What follows belongs to an exercise in optimizing a design on an open flow for a short achievable clock period and few clock cycles per item; a production flow would make more cautious choices. Where RTL was checked, it was by simulation tests only, not by an equivalence proof against the original. Power is estimated from default activity; no workload was simulated.

==> inputs of job 3776 <==
==> flow/design.v (excerpt) <==
module tms1100_core (
    input  wire        clk,
    input  wire        rst,         
    output wire [10:0] rom_addr,    
    input  wire [7:0]  rom_data,    
    input  wire [3:0]  k_in,        
    output wire [4:0]  o_out,       
    output wire [10:0] r_out,       
    output wire        retire       
);
Settings: LEC_CHECK=0, ABC_CLOCK_PERIOD_IN_PS=2000, CAP_MARGIN=20, CORE_MARGIN=2, CORE_UTILIZATION=40, SETUP_SLACK_MARGIN=4.0, SLEW_MARGIN=20; clock period 6.0 ns.
run.sh (not shown) runs the stock make flow with config.mk's settings and CLKGATE_MAP_FILE= SYNTH_SCRIPT=/design/flow/synth_recipe.tcl, a recipe that flattens the netlist after the stock synthesis.
==> job 2146 (differences from job 3776) <==
--- a/flow/design.v
+++ b/flow/design.v
@@ -36,38 +36,43 @@
     reg        f_we;         
     reg [63:0] e_sel;        
     reg        f_wd_a;       
     reg        f_wd_c4;      
     reg        f_wd_bit;     
-    reg        e_x_m;        
-    reg        e_x_c4;
-    reg        e_y_na;
-    reg        e_y_a;
-    reg        e_y_15;
-    reg        e_cin;
+    reg        e_k1;        
+    reg        e_k2;
+    reg        e_k3;
+    reg        e_k4;
+    reg        e_k5;
+    reg        e_k6;
+    reg        f_tay;        
+    reg        f_tmy;        
+    reg        f_br;         
+    reg        f_call;       
+    reg        f_retn;       
     reg        f_comc;       
     reg        f_ldp;        
     reg        f_s1;         
     reg g_we, g_wd_a, g_wd_c4, g_wd_bit;
     reg g_a_m, g_a_k, g_a_y, g_a_0, g_a_sum;
     reg g_s_sum, g_s_mnea, g_s_ynea, g_s_knez, g_s_tbit, g_s_mnez, g_s_ynec, g_sfl;
-    reg g_x_m, g_x_c4, g_y_na, g_y_a, g_y_15, g_cin;
+    reg g_k1, g_k2, g_k3, g_k4, g_k5, g_k6;
     reg g_tdo, g_rstr, g_setr, g_tay, g_tmy;
     always @(*) begin
         {g_we, g_wd_a, g_wd_c4, g_wd_bit} = 4'b0;
         {g_a_m, g_a_k, g_a_y, g_a_0, g_a_sum} = 5'b0;
         {g_s_sum, g_s_mnea, g_s_ynea, g_s_knez, g_s_tbit, g_s_mnez, g_s_ynec, g_sfl} = 8'b0;
-        {g_x_m, g_x_c4, g_y_na, g_y_a, g_y_15, g_cin} = 6'b0;
+        {g_k1, g_k2, g_k3, g_k4, g_k5, g_k6} = 6'b0;
         {g_tdo, g_rstr, g_setr, g_tay, g_tmy} = 5'b0;
         casez (ir)
             8'h00: g_s_mnea = 1'b1;                                           
-            8'h01: {g_s_sum, g_x_m, g_y_na, g_cin} = 4'b1111;                 
+            8'h01: {g_s_sum, g_k1} = 2'b11;                                 
             8'h02: g_s_ynea = 1'b1;                                           
             8'h03: {g_we, g_wd_a, g_a_m} = 3'b111;                            
             8'h04, 8'h05: g_sfl = 1'b1;                                       
-            8'h06: {g_a_sum, g_s_sum, g_x_m, g_y_a} = 4'b1111;                
-            8'h07: {g_a_sum, g_s_sum, g_x_m, g_y_15} = 4'b1111;               
+            8'h06: {g_a_sum, g_s_sum, g_k2} = 3'b111;                      
+            8'h07: {g_a_sum, g_s_sum, g_k3} = 3'b111;                      
             8'h08: g_a_k = 1'b1;                                              
             8'h0A: g_tdo = 1'b1;                                              
             8'h0C: g_rstr = 1'b1;                                             
             8'h0D: g_setr = 1'b1;                                             
             8'h0E: g_s_knez = 1'b1;                                           
@@ -78,24 +83,22 @@
             8'h24, 8'h25: {g_we, g_wd_a, g_sfl} = 3'b111;                     
             8'h26: {g_we, g_wd_a, g_a_0} = 3'b111;                            
             8'h27: {g_we, g_wd_a} = 2'b11;                                    
             8'b0011_0???: {g_we, g_wd_bit} = 2'b11;                           
             8'b0011_10??: g_s_tbit = 1'b1;                                    
-            8'h3C: {g_a_sum, g_s_sum, g_x_m, g_y_na, g_cin} = 5'b11111;       
-            8'h3D: {g_a_sum, g_s_sum, g_y_na, g_cin} = 4'b1111;               
-            8'h3E: {g_a_sum, g_s_sum, g_x_m, g_cin} = 4'b1111;                
+            8'h3C: {g_a_sum, g_s_sum, g_k1} = 3'b111;                      
+            8'h3D: {g_a_sum, g_s_sum, g_k4} = 3'b111;                      
+            8'h3E: {g_a_sum, g_s_sum, g_k5} = 3'b111;                      
             8'h3F: g_s_mnez = 1'b1;                                           
             8'h5?: g_s_ynec = 1'b1;                                           
             8'h6?: {g_we, g_wd_c4} = 2'b11;                                   
             8'h7F: g_a_0 = 1'b1;                                              
-            8'h7?: {g_a_sum, g_s_sum, g_x_c4, g_y_a, g_cin} = 5'b11111;       
+            8'h7?: {g_a_sum, g_s_sum, g_k6} = 3'b111;                      
             default: ;
         endcase
     end
-    wire g_br   = (ir[7:6] == 2'b10);
-    wire g_call = (ir[7:6] == 2'b11);
-    wire g_retn = (ir == 8'h0F);
+    wire       ev_i = f_s1 | f_stype | f_sfl;    
     wire       e_stype = f_stype;
     wire       e_sfl = f_sfl;
     wire       e_we = f_we;
     wire       e_wd_a = f_wd_a;
     wire       e_wd_c4 = f_wd_c4;
@@ -113,19 +116,18 @@
     wire       e_s_mnez = ev_i & g_s_mnez;
     wire       e_s_ynec = ev_i & g_s_ynec;
     wire       e_tdo = ev_i & g_tdo;
     wire       e_rstr = ev_i & g_rstr;
     wire       e_setr = ev_i & g_setr;
-    wire       e_tay = ev_i & g_tay;
-    wire       e_tmy = ev_i & g_tmy;
-    wire       e_br = ev_i & g_br;
-    wire       e_call = ev_i & g_call;
-    wire       e_retn = ev_i & g_retn;
+    wire       e_tay = f_tay;
+    wire       e_tmy = f_tmy;
+    wire       e_br = f_br;
+    wire       e_call = f_call;
+    wire       e_retn = f_retn;
     wire       e_comc = f_comc;
     wire       e_ldp = f_ldp;
     wire       e_s1 = f_s1;
-    wire       ev_i = f_s1 | f_stype | f_sfl;    
     wire [63:0] e_wen = {64{e_we}} & e_sel;
     reg [3:0]  a;
     reg        s;
     reg        sl;
     reg [4:0]  o;
@@ -155,13 +157,18 @@
     wire [1:0] bidx = {op[0], op[1]};                  
     wire [3:0] m    = mreg;
     wire [3:0] bmask  = {bidx == 2'd3, bidx == 2'd2, bidx == 2'd1, bidx == 2'd0};
     wire [3:0] m_bit  = op[2] ? (m & ~bmask) : (m | bmask);
     wire [3:0] ram_wd = ({4{e_wd_a}} & a) | ({4{e_wd_c4}} & c4) | ({4{e_wd_bit}} & m_bit);
-    wire [3:0] alu_x  = ({4{e_x_m}} & m) | ({4{e_x_c4}} & c4);
-    wire [3:0] alu_y  = ({4{e_y_na}} & ~a) | ({4{e_y_a}} & a) | {4{e_y_15}};
-    wire [4:0] sum    = {1'b0, alu_x} + {1'b0, alu_y} + {4'd0, e_cin};
+    wire [4:0] sum_1  = {1'b0, m} + {1'b0, ~a} + 5'd1;       
+    wire [4:0] sum_2  = {1'b0, a} + {1'b0, m};               
+    wire [4:0] sum_3  = {1'b0, m} + 5'd15;                   
+    wire [4:0] sum_4  = {1'b0, ~a} + 5'd1;                   
+    wire [4:0] sum_5  = {1'b0, m} + 5'd1;                    
+    wire [4:0] sum_6  = {1'b0, a} + {1'b0, c4} + 5'd1;       
+    wire [4:0] sum    = ({5{e_k1}} & sum_1) | ({5{e_k2}} & sum_2) | ({5{e_k3}} & sum_3) |
+                        ({5{e_k4}} & sum_4) | ({5{e_k5}} & sum_5) | ({5{e_k6}} & sum_6);
     wire [3:0] a_n = e_a_m   ? m :
                      e_a_k   ? k_in :
                      e_a_y   ? y :
                      e_a_0   ? 4'd0 :
                      e_a_sum ? sum[3:0] : a;
@@ -261,26 +268,26 @@
     wire [10:0] btag_n   = (e_br & s) ? e_pc : btag;
     wire        hit_n    = sel_none & base_seq & ~hit_p & (bv | (e_br & s)) & (fa_inc == btag_n);
     reg d_we, d_wd_a, d_wd_c4, d_wd_bit;
     reg d_a_m, d_a_k, d_a_y, d_a_0, d_a_sum;
     reg d_s_sum, d_s_mnea, d_s_ynea, d_s_knez, d_s_tbit, d_s_mnez, d_s_ynec, d_sfl;
-    reg d_x_m, d_x_c4, d_y_na, d_y_a, d_y_15, d_cin;
+    reg d_k1, d_k2, d_k3, d_k4, d_k5, d_k6;
     reg d_tdo, d_rstr, d_setr, d_tay, d_tmy;
     always @(*) begin
         {d_we, d_wd_a, d_wd_c4, d_wd_bit} = 4'b0;
         {d_a_m, d_a_k, d_a_y, d_a_0, d_a_sum} = 5'b0;
         {d_s_sum, d_s_mnea, d_s_ynea, d_s_knez, d_s_tbit, d_s_mnez, d_s_ynec, d_sfl} = 8'b0;
-        {d_x_m, d_x_c4, d_y_na, d_y_a, d_y_15, d_cin} = 6'b0;
+        {d_k1, d_k2, d_k3, d_k4, d_k5, d_k6} = 6'b0;
         {d_tdo, d_rstr, d_setr, d_tay, d_tmy} = 5'b0;
         casez (dop)
             8'h00: d_s_mnea = 1'b1;                                           
-            8'h01: {d_s_sum, d_x_m, d_y_na, d_cin} = 4'b1111;                 
+            8'h01: {d_s_sum, d_k1} = 2'b11;                                 
             8'h02: d_s_ynea = 1'b1;                                           
             8'h03: {d_we, d_wd_a, d_a_m} = 3'b111;                            
             8'h04, 8'h05: d_sfl = 1'b1;                                       
-            8'h06: {d_a_sum, d_s_sum, d_x_m, d_y_a} = 4'b1111;                
-            8'h07: {d_a_sum, d_s_sum, d_x_m, d_y_15} = 4'b1111;               
+            8'h06: {d_a_sum, d_s_sum, d_k2} = 3'b111;                      
+            8'h07: {d_a_sum, d_s_sum, d_k3} = 3'b111;                      
             8'h08: d_a_k = 1'b1;                                              
             8'h0A: d_tdo = 1'b1;                                              
             8'h0C: d_rstr = 1'b1;                                             
             8'h0D: d_setr = 1'b1;                                             
             8'h0E: d_s_knez = 1'b1;                                           
@@ -291,18 +298,18 @@
             8'h24, 8'h25: {d_we, d_wd_a, d_sfl} = 3'b111;                     
             8'h26: {d_we, d_wd_a, d_a_0} = 3'b111;                            
             8'h27: {d_we, d_wd_a} = 2'b11;                                    
             8'b0011_0???: {d_we, d_wd_bit} = 2'b11;                           
             8'b0011_10??: d_s_tbit = 1'b1;                                    
-            8'h3C: {d_a_sum, d_s_sum, d_x_m, d_y_na, d_cin} = 5'b11111;       
-            8'h3D: {d_a_sum, d_s_sum, d_y_na, d_cin} = 4'b1111;               
-            8'h3E: {d_a_sum, d_s_sum, d_x_m, d_cin} = 4'b1111;                
+            8'h3C: {d_a_sum, d_s_sum, d_k1} = 3'b111;                      
+            8'h3D: {d_a_sum, d_s_sum, d_k4} = 3'b111;                      
+            8'h3E: {d_a_sum, d_s_sum, d_k5} = 3'b111;                      
             8'h3F: d_s_mnez = 1'b1;                                           
             8'h5?: d_s_ynec = 1'b1;                                           
             8'h6?: {d_we, d_wd_c4} = 2'b11;                                   
             8'h7F: d_a_0 = 1'b1;                                              
-            8'h7?: {d_a_sum, d_s_sum, d_x_c4, d_y_a, d_cin} = 5'b11111;       
+            8'h7?: {d_a_sum, d_s_sum, d_k6} = 3'b111;                      
             default: ;
         endcase
     end
     wire d_stype = d_s_sum | d_s_mnea | d_s_ynea | d_s_knez | d_s_tbit | d_s_mnez | d_s_ynec;
     integer i;
@@ -342,31 +349,41 @@
             f_sfl <= 1'b0;
             f_we <= 1'b0;
             f_wd_a <= 1'b0;
             f_wd_c4 <= 1'b0;
             f_wd_bit <= 1'b0;
+            f_tay <= 1'b0;
+            f_tmy <= 1'b0;
+            f_br <= 1'b0;
+            f_call <= 1'b0;
+            f_retn <= 1'b0;
             f_comc <= 1'b0;
             f_ldp <= 1'b0;
             f_s1 <= 1'b0;
         end else begin
             f_stype <= d_ok & d_stype;
             f_sfl <= d_ok & d_sfl;
             f_we <= d_ok & d_we;
             f_wd_a <= d_ok & d_wd_a;
             f_wd_c4 <= d_ok & d_wd_c4;
             f_wd_bit <= d_ok & d_wd_bit;
+            f_tay <= d_ok & d_tay;
+            f_tmy <= d_ok & d_tmy;
+            f_br <= d_ok & ((dop[7:6] == 2'b10));
+            f_call <= d_ok & ((dop[7:6] == 2'b11));
+            f_retn <= d_ok & d_retn;
             f_comc <= d_ok & ((dop == 8'h0B));
             f_ldp <= d_ok & ((dop[7:4] == 4'h1));
             f_s1 <= d_ok & ~d_stype & ~d_sfl;
         end
         ir      <= dop;
-        e_x_m   <= d_x_m;
-        e_x_c4  <= d_x_c4;
-        e_y_na  <= d_y_na;
-        e_y_a   <= d_y_a;
-        e_y_15  <= d_y_15;
-        e_cin   <= d_cin;
+        e_k1   <= d_k1;
+        e_k2  <= d_k2;
+        e_k3  <= d_k3;
+        e_k4   <= d_k4;
+        e_k5  <= d_k5;
+        e_k6   <= d_k6;
         e_sflag <= sflag_n;
         mreg    <= m_rd;
         e_addr  <= d_addr;
         for (i = 0; i < 64; i = i + 1)
             e_sel[i] <= x_oh[i / 16] & y_oh[i % 16];
@@ -404,11 +421,11 @@
             sr <= sr_n;
             cl <= cl_n;
             cb <= cb_n;
             cs <= cs_n;
             if (e_s_ynea)
-                sl <= s_n;
+                sl <= (y != a);
             for (i = 0; i < 64; i = i + 1)
                 if (e_wen[i])
                     ram[i] <= ram_wd;
         end
     end
- ABC_CLOCK_PERIOD_IN_PS: 2000 -> not set
- SETUP_SLACK_MARGIN: 4.0 -> 4.75
==> run notes <==
crit path buf inv count 2; via count 19329; seq pwr 3.33 mW; clock power share 48.7%; non-clk buf share 12.1%; synth cell count leaders dfxtp_1, nor2_1, nand2_1; worst slack at placement 1.88 ns; drt total wl 76700 um; HPWL Detailed 38900 um; num sequential 490; Setup Skew 0.0614 ns; router iterations before antenna repair 10; Reg area 9950 um2; Final min period 2.58 ns; Seq/total area 35.8%; first-pass GRT wire length 112000 um; Psw 1.70 mW; outcome finished clean; total power 7.26 mW; post-synthesis compound-gate area fraction 22.3%
[end of results for job 3776]
==> run notes <==
worst slack at placement 2.15 ns; Setup Skew 0.0325 ns; HPWL Detailed 40300 um; Reg area 10100 um2; seq pwr 3.38 mW; post-synthesis compound-gate area fraction 25.7%; router iterations before antenna repair 7; via count 21021; drt total wl 84400 um; non-clk buf share 16.4%; total power 7.34 mW; Psw 1.80 mW; first-pass GRT wire length 119000 um; Post-CTS Setup Bufs 188; num sequential 495; outcome finished clean
[end of results for job 2146]
Testbench counts of job 2146, summed over its fixed seeds: cycles 70,922, instructions 64,000.
No functional check of the RTL was part of job 3776.

-- re-timing with driven ports --
Ports are ideal in the flow. The routed layouts listed here were re-timed in OpenROAD. Step 1: set_driving_cell puts a clkbuf_16 on clk and a buf_2 on each other input, an assumption about the parent block. Step 2, shift: input delay + t, output delay - t, t = (earliest + latest rising clock arrival at the registers) / 2. This alone moves slack from input paths to output paths. Three values: no drivers, after step 1, after step 2; two values: the first two.
| run | t (ns) | setup slack, ns | worst setup path after step 2 | worst register clock-pin slew, ns |
|---|---|---|---|---|
| job 3776 | 0.655 | 3.419 / 3.434 / 2.779 | input to register | 0.07 / 0.07 |
| job 2146 | 0.674 | 3.644 / 3.584 / 3.085 | input to register | 0.07 / 0.07 |
After both steps setup and hold are still met in every run listed. The setup slack of job 3776, which loses most, moves by +0.015 ns with the drivers and by -0.640 ns with both steps.
